This design comes from an exercise in tuning for small area on the open sky130 flow, not from production work. In this exercise RTL edits were held to simulation tests only and were not proved equivalent to the original. Power is estimated from default activity; no workload was simulated.

## led_can_node
module led_can_node #(
    parameter NUM_LEDS = 16
) (
    input  wire        clk,
    input  wire        rst,
    input  wire        init,
    input  wire [15:0] cfg_period_ticks,
    input  wire [15:0] cfg_one_duty,
    input  wire [15:0] cfg_zero_duty,
    input  wire [15:0] cfg_reset_periods,
    input  wire [7:0]  cfg_node_id,
    input  wire [31:0] now,
    input  wire        periodic,
    input  wire        rx_valid,
    output wire        rx_ready,
    input  wire        rx_ide,
    input  wire        rx_rtr,
    input  wire [28:0] rx_id,
    input  wire [3:0]  rx_dlc,
    input  wire [63:0] rx_data,
    output wire        tx_valid,
    input  wire        tx_ready,
    output wire [28:0] tx_id,
    output wire [15:0] tx_data,
    input  wire [3:0]  gpio_in,
    output reg  [3:0]  gpio_out,
    output wire [1:0]  led_out,
    output wire        fatal
);
Settings: LEC_CHECK=0, CAP_MARGIN=20, CORE_MARGIN=2, CORE_UTILIZATION=55, PLACE_DENSITY=0.75, SLEW_MARGIN=20; clock period 10.0 ns.
standard.sh (not shown) runs the stock make flow with config.mk's settings and CLKGATE_MAP_FILE= SYNTH_SCRIPT=/design/flow/synth_recipe.tcl, a recipe that flattens the netlist after the stock synthesis.
==> flow/flow/run.sh <==
#!/bin/bash
# The standard layout, with the smallest buffer cell on the ports and a
# clock tree of large buffers without dummy loads.
set -euo pipefail
export BUFFER_PORTS_ARGS="-buffer_cell sky130_fd_sc_hd__buf_1"
export CTS_ARGS="-sink_clustering_enable -repair_clock_nets -buf_list sky130_fd_sc_hd__clkbuf_16 -sink_clustering_size 30 -sink_clustering_max_diameter 80 -dont_use_dummy_load"
bash standard.sh > standard.log 2>&1
Rerun with:
==> flow/flow/run.sh (replaced) <==
#!/bin/bash
# The standard layout, with the smallest buffer cell on the ports and a
# clock tree without dummy loads.
set -euo pipefail
export BUFFER_PORTS_ARGS="-buffer_cell sky130_fd_sc_hd__buf_1"
export CTS_ARGS="-sink_clustering_enable -repair_clock_nets -buf_list {sky130_fd_sc_hd__clkbuf_8} -sink_clustering_size 16 -sink_clustering_max_diameter 100 -dont_use_dummy_load"
bash standard.sh > standard.log 2>&1
CORE_UTILIZATION = 40   (was 55)
PLACE_DENSITY = unset   (was 0.75)
Final area hardly moves.
Register-to-register slack is better by 0.28 ns.
Worst setup slack improved by 0.28 ns.
Die area rose by well over a third.
Non-clock buffer count grows by 2.
Rerun with:
==> flow/flow/run.sh (replaced) <==
#!/bin/bash
# The standard layout, with the smallest buffer cell on the ports and a
# clock tree of large buffers without dummy loads.
set -euo pipefail
export BUFFER_PORTS_ARGS="-buffer_cell sky130_fd_sc_hd__buf_1"
export CTS_ARGS="-sink_clustering_enable -repair_clock_nets -buf_list sky130_fd_sc_hd__clkbuf_16 -sink_clustering_size 24 -sink_clustering_max_diameter 150 -dont_use_dummy_load"
bash standard.sh > standard.log 2>&1
Outcome: Final cell count stays flat; synthesized area does not change; utilization came out higher by 0.25 points; cell area came out higher by 0.56%; clock skew came out higher by 0.038 ns; total power came out higher by 2.8%; sequential share of layout area came out lower by 0.25 points; clock power came out higher by 16%; critical path depth does not change; non-clock buffer count stays the same.

* * *

Another version of the RTL of led_can_node (not shown whole).
Size: roughly 1400 cells after synthesis, ~310 flip-flops, about 270 I/O pins.
clock: 10.0 ns
lec_check: 0
cap_margin: 20
core_margin: 2
core_utilization: 40
slew_margin: 20
==> flow/flow/run.sh <==
#!/bin/bash
# The standard layout (standard.sh), with:
# - synthesis mapped by abc for area (flow/synth.tcl, flow/area.script);
# - the smallest buffer cell on the ports;
# - a clock tree of mid-size buffers without dummy loads;
# - the constant outputs tied by one tie cell.
# make's output goes to standard.log; ORFS keeps each step's log in orfs/logs.
set -euo pipefail
export BUFFER_PORTS_ARGS="-buffer_cell sky130_fd_sc_hd__buf_1"
export CTS_ARGS="-sink_clustering_enable -repair_clock_nets -buf_list {sky130_fd_sc_hd__clkbuf_8} -sink_clustering_size 15 -sink_clustering_max_diameter 100 -dont_use_dummy_load"
export SKIP_REPAIR_TIE_FANOUT=1
bash standard.sh SYNTH_SCRIPT="$PWD/flow/synth.tcl" finish > standard.log 2>&1
==> flow/flow/area.script <==
&get -n
&st
&dch -f
&nf -R 1000 -a -p -F 8 -A 4 -C 32
&put
==> flow/flow/synth.tcl <==
# The standard synthesis (synth_recipe.tcl in the work folder), with one
# change: abc maps the logic with an area-oriented script (flow/area.script)
# instead of ORFS's delay-oriented one. Registers are mapped before abc, so
# they are the standard synthesis's, by name, count and cell type.
set ::area_script [file join [file dirname [file normalize [info script]]] area.script]
proc abc {args} {
  set i [lsearch -exact $args -script]
  if { $i >= 0 } {
    set args [lreplace $args [expr {$i + 1}] [expr {$i + 1}] $::area_script]
  }
  yosys abc {*}$args
}
source [file join [file dirname [file dirname [file normalize [info script]]]] synth_recipe.tcl]
The first run passed the timing, design-rule and antenna checks.
Edit:
--- a/flow/flow/run.sh
+++ b/flow/flow/run.sh
@@ -10 +10 @@
-export CTS_ARGS="-sink_clustering_enable -repair_clock_nets -buf_list {sky130_fd_sc_hd__clkbuf_8} -sink_clustering_size 15 -sink_clustering_max_diameter 100 -dont_use_dummy_load"
+export CTS_ARGS="-sink_clustering_enable -repair_clock_nets -buf_list {sky130_fd_sc_hd__clkbuf_8} -sink_clustering_size 16 -sink_clustering_max_diameter 100 -dont_use_dummy_load"
Count of clock-buffer cells in the layout decreases by 1.
Sequential share of layout area is about the same.
Non-clock buffer count does not change.
Power came out lower by 0.75%.

* * *

Another version of the RTL of led_can_node (not shown whole).
Size: about 1600 cells after synthesis, roughly 320 flip-flops, roughly 270 I/O pins.
Design led_can_node, start of the top module:
module led_can_node #(
    parameter NUM_LEDS = 16
) (
    input  wire        clk,
    input  wire        rst,
    input  wire        init,
    input  wire [15:0] cfg_period_ticks,
    input  wire [15:0] cfg_one_duty,
    input  wire [15:0] cfg_zero_duty,
    input  wire [15:0] cfg_reset_periods,
    input  wire [7:0]  cfg_node_id,
    input  wire [31:0] now,
    input  wire        periodic,
    input  wire        rx_valid,
    output wire        rx_ready,
    input  wire        rx_ide,
    input  wire        rx_rtr,
    input  wire [28:0] rx_id,
    input  wire [3:0]  rx_dlc,
    input  wire [63:0] rx_data,
    output wire        tx_valid,
    input  wire        tx_ready,
    output wire [28:0] tx_id,
    output wire [15:0] tx_data,
    input  wire [3:0]  gpio_in,
    output reg  [3:0]  gpio_out,
    output wire [1:0]  led_out,
    output wire        fatal
);
    localparam MODE_DISABLED = 2'd0;
    localparam MODE_SOLID    = 2'd1;
    localparam MODE_RAINBOW  = 2'd2;
    localparam S_IDLE   = 4'd0;
    localparam S_FNONE  = 4'd1;
    localparam S_FREAD  = 4'd2;
    localparam S_FPINS  = 4'd3;
    localparam S_FPIN   = 4'd4;
    localparam S_FRGB0  = 4'd5;
    localparam S_FRGB1  = 4'd6;
    localparam S_PER0   = 4'd7;
    localparam S_PER1   = 4'd8;
    localparam S_W0I    = 4'd9;     
    localparam S_W0P    = 4'd10;    
    localparam S_W1     = 4'd11;    
    localparam S_SEND   = 4'd12;
    reg        inited;
    reg        halted;
  ...
==> flow/config.mk <==
export PLATFORM = sky130hd
export DESIGN_NAME = led_can_node
export DESIGN_NICKNAME = led_can_node
export VERILOG_FILES = /design/flow/design.v
export SDC_FILE = /design/flow/constraint.sdc
export NUM_CORES = 4
export LEC_CHECK = 0
export CAP_MARGIN = 0
export CORE_MARGIN = 2
export CORE_UTILIZATION = 40
export SLEW_MARGIN = 0
==> flow/constraint.sdc <==
create_clock -name core_clock -period 10.0 [get_ports {clk}]
set_input_delay 2.0000 -clock core_clock [delete_from_list [all_inputs] [get_ports {clk}]]
set_output_delay 2.0000 -clock core_clock [all_outputs]
set_load 0.01 [all_outputs]
==> flow/flow/run.sh <==
#!/bin/bash
# The standard layout (the standard.sh), with: the smallest buffer cell on
# the ports, a clock tree of mid-size buffers without dummy loads, and the
# constant outputs tied by one tie cell.
set -euo pipefail
export BUFFER_PORTS_ARGS="-buffer_cell sky130_fd_sc_hd__buf_1"
export CTS_ARGS="-sink_clustering_enable -repair_clock_nets -buf_list {sky130_fd_sc_hd__clkbuf_8} -sink_clustering_size 16 -sink_clustering_max_diameter 100 -dont_use_dummy_load"
export SKIP_REPAIR_TIE_FANOUT=1
bash standard.sh > standard.log 2>&1
The first run completed with no timing, DRC or antenna violations.
Next try:
==> flow/flow/run.sh (replaced) <==
#!/bin/bash
# The standard layout (the standard.sh), with: the smallest buffer cell on
# the ports, a clock tree of mid-size buffers without dummy loads, and the
# constant outputs tied by one tie cell.
set -euo pipefail
export BUFFER_PORTS_ARGS="-buffer_cell sky130_fd_sc_hd__buf_1"
export CTS_ARGS="-sink_clustering_enable -repair_clock_nets -buf_list {sky130_fd_sc_hd__clkbuf_8} -sink_clustering_size 14 -sink_clustering_max_diameter 100 -dont_use_dummy_load"
export SKIP_REPAIR_TIE_FANOUT=1
export RECOVER_POWER=100
bash standard.sh > standard.log 2>&1
--- a/flow/config.mk
+++ b/flow/config.mk
@@ -7,5 +7,5 @@
 export LEC_CHECK = 0
-export CAP_MARGIN = 0
+export CAP_MARGIN = 20
 export CORE_MARGIN = 2
 export CORE_UTILIZATION = 40
-export SLEW_MARGIN = 0
+export SLEW_MARGIN = 20
=> The changed run completed, yet does not pass: max-capacitance violations, max-slew violations. Setup slack loses 1.0 ns. Cell count barely changes. Die area stays the same. Combinational power barely changes. Utilization drops by 0.14 points. Power goes up by 1.6%.

* * *

led_can_node again, from the RTL that the note above started with.
export LEC_CHECK = 0
export CAP_MARGIN = 20
export CORE_MARGIN = 2
export CORE_UTILIZATION = 40
export SLEW_MARGIN = 20
create_clock -name core_clock -period 10.0 [get_ports {clk}]
==> flow/flow/run.sh <==
#!/bin/bash
# The standard layout, with the smallest buffer cell on the ports and a
# clock tree of mid-size buffers without dummy loads.
set -euo pipefail
export BUFFER_PORTS_ARGS="-buffer_cell sky130_fd_sc_hd__buf_1"
export CTS_ARGS="-sink_clustering_enable -repair_clock_nets -buf_list {sky130_fd_sc_hd__clkbuf_8} -sink_clustering_size 14 -sink_clustering_max_diameter 100 -dont_use_dummy_load"
export SKIP_REPAIR_TIE_FANOUT=1
bash standard.sh > standard.log 2>&1
Rerun with:
==> flow/flow/run.sh (replaced) <==
#!/bin/bash
# The standard layout (the standard.sh), with: the smallest buffer cell on
# the ports, a clock tree of mid-size buffers without dummy loads, and the
# constant outputs tied by one tie cell.
set -euo pipefail
export BUFFER_PORTS_ARGS="-buffer_cell sky130_fd_sc_hd__buf_1"
export CTS_ARGS="-sink_clustering_enable -repair_clock_nets -buf_list {sky130_fd_sc_hd__clkbuf_4} -sink_clustering_size 10 -sink_clustering_max_diameter 80 -dont_use_dummy_load"
export SKIP_REPAIR_TIE_FANOUT=1
bash standard.sh > standard.log 2>&1
Result: The new run went through all stages and came out clean. Clock skew increases by 66 ps. Utilization shrinks by 0.16 points. Design area fell slightly. Area after synthesis is unchanged. Total power fell slightly. First-iteration DRC count is higher slightly. Routed wire length went up slightly. Die area does not change.
Rerun with:
==> flow/flow/run.sh (replaced) <==
#!/bin/bash
# The standard layout (standard.sh), with:
# - synthesis mapped by abc for area (flow/synth.tcl, flow/area.script);
# - the smallest buffer cell on the ports;
# - a clock tree of mid-size buffers without dummy loads;
# - the constant outputs tied by one tie cell.
# make's output goes to standard.log; ORFS keeps each step's log in orfs/logs.
set -euo pipefail
export BUFFER_PORTS_ARGS="-buffer_cell sky130_fd_sc_hd__buf_1"
export CTS_ARGS="-sink_clustering_enable -repair_clock_nets -buf_list {sky130_fd_sc_hd__clkbuf_8} -sink_clustering_size 16 -sink_clustering_max_diameter 100 -dont_use_dummy_load"
export SKIP_REPAIR_TIE_FANOUT=1
bash standard.sh SYNTH_SCRIPT="$PWD/flow/synth.tcl" finish > standard.log 2>&1
==> flow/flow/area.script (new file) <==
&get -n
&st
&dch -f
&nf -R 1000 -a -p -F 8 -A 4
&put
==> flow/flow/synth.tcl (new file) <==
# The standard synthesis (synth_recipe.tcl in the work folder), with one
# change: abc maps the logic with an area-oriented script (flow/area.script)
# instead of ORFS's delay-oriented one. Registers are mapped before abc, so
# they are the standard synthesis's, by name, count and cell type.
set ::area_script [file join [file dirname [file normalize [info script]]] area.script]
proc abc {args} {
  set i [lsearch -exact $args -script]
  if { $i >= 0 } {
    set args [lreplace $args [expr {$i + 1}] [expr {$i + 1}] $::area_script]
  }
  yosys abc {*}$args
}
source [file join [file dirname [file dirname [file normalize [info script]]]] synth_recipe.tcl]
=>
- flip-flop and latch count stays the same
- register-to-register slack got worse by 1100 ps
- maximum frequency decreases by 14%
Rerun with:
==> flow/flow/run.sh (replaced) <==
#!/bin/bash
# The standard layout (the standard.sh), with: the smallest buffer cell on
# the ports, a clock tree of mid-size buffers without dummy loads, and the
# constant outputs tied by one tie cell.
set -euo pipefail
export BUFFER_PORTS_ARGS="-buffer_cell sky130_fd_sc_hd__buf_1"
export CTS_ARGS="-sink_clustering_enable -repair_clock_nets -buf_list {sky130_fd_sc_hd__clkbuf_8} -sink_clustering_size 16 -sink_clustering_max_diameter 100 -dont_use_dummy_load"
export SKIP_REPAIR_TIE_FANOUT=1
bash standard.sh > standard.log 2>&1
removed: flow/flow/area.script
removed: flow/flow/synth.tcl
After rerunning: Worst hold slack degrades by 3.5 ps; area after synthesis went up by 8.9%; critical path depth falls by 5; setup slack improved by 1300 ps; cell count rose by 7.6%; clock power shrinks by about 0.8%; power came out lower by 4.1%; fmax goes up by 19%.

[separate check: timing with driven ports]
In the flow no input, the clock included, has a driving cell. The finished layouts below were timed again as built, in two steps. Step 1 assumes that a clkbuf_16 drives the clock port and a buf_2 every other input. Step 2 adds t to the input delays and takes it off the output delays; t is the mean of the earliest and latest rising clock arrival at the registers after step 1. Input paths then give back, and output paths get back, about the clock's delay inside the block. Slacks: ideal / step 1 / step 2; pairs: ideal / step 1.
| run | shift t [ns] | setup WS [ns] | hold WS [ns] | cell pins on the clock port's net |
|---|---|---|---|---|
| the first run of note 1 | 0.567 | 3.164 / 3.164 / 3.092 | 0.471 / 0.471 / 0.471 | 1 |
| the second run of note 1 | 0.643 | 3.447 / 3.447 / 3.166 | 0.478 / 0.478 / 0.478 | 1 |
| the third run of note 1 | 0.555 | 3.493 / 3.493 / 3.217 | 0.476 / 0.476 / 0.476 | 1 |
| the first run of note 2 | 0.627 | 1.725 / 1.748 / 1.121 | 0.461 / 0.461 / 0.461 | 1 |
| the second run of note 2 | 0.608 | 1.728 / 1.754 / 1.146 | 0.461 / 0.461 / 0.461 | 1 |
| the first run of note 3 | 0.641 | 3.313 / 3.313 / 3.139 | 0.482 / 0.482 / 0.482 | 1 |
| the second run of note 3 | 0.649 | 2.265 / 2.265 / 2.265 | 0.479 / 0.479 / 0.479 | 1 |
| the first run of note 4 | 0.649 | 3.262 / 3.262 / 3.119 | 0.480 / 0.480 / 0.480 | 1 |
| the second run of note 4 | 0.755 | 3.149 / 3.149 / 3.037 | 0.482 / 0.482 / 0.482 | 1 |
| the third run of note 4 | 0.629 | 2.053 / 2.053 / 1.560 | 0.482 / 0.482 / 0.482 | 1 |
| the fourth run of note 4 | 0.635 | 3.305 / 3.305 / 3.140 | 0.479 / 0.479 / 0.479 | 1 |
For the first run of note 2, which loses most, drivers alone change the setup slack by +0.023 ns; drivers and shift together by -0.604 ns.
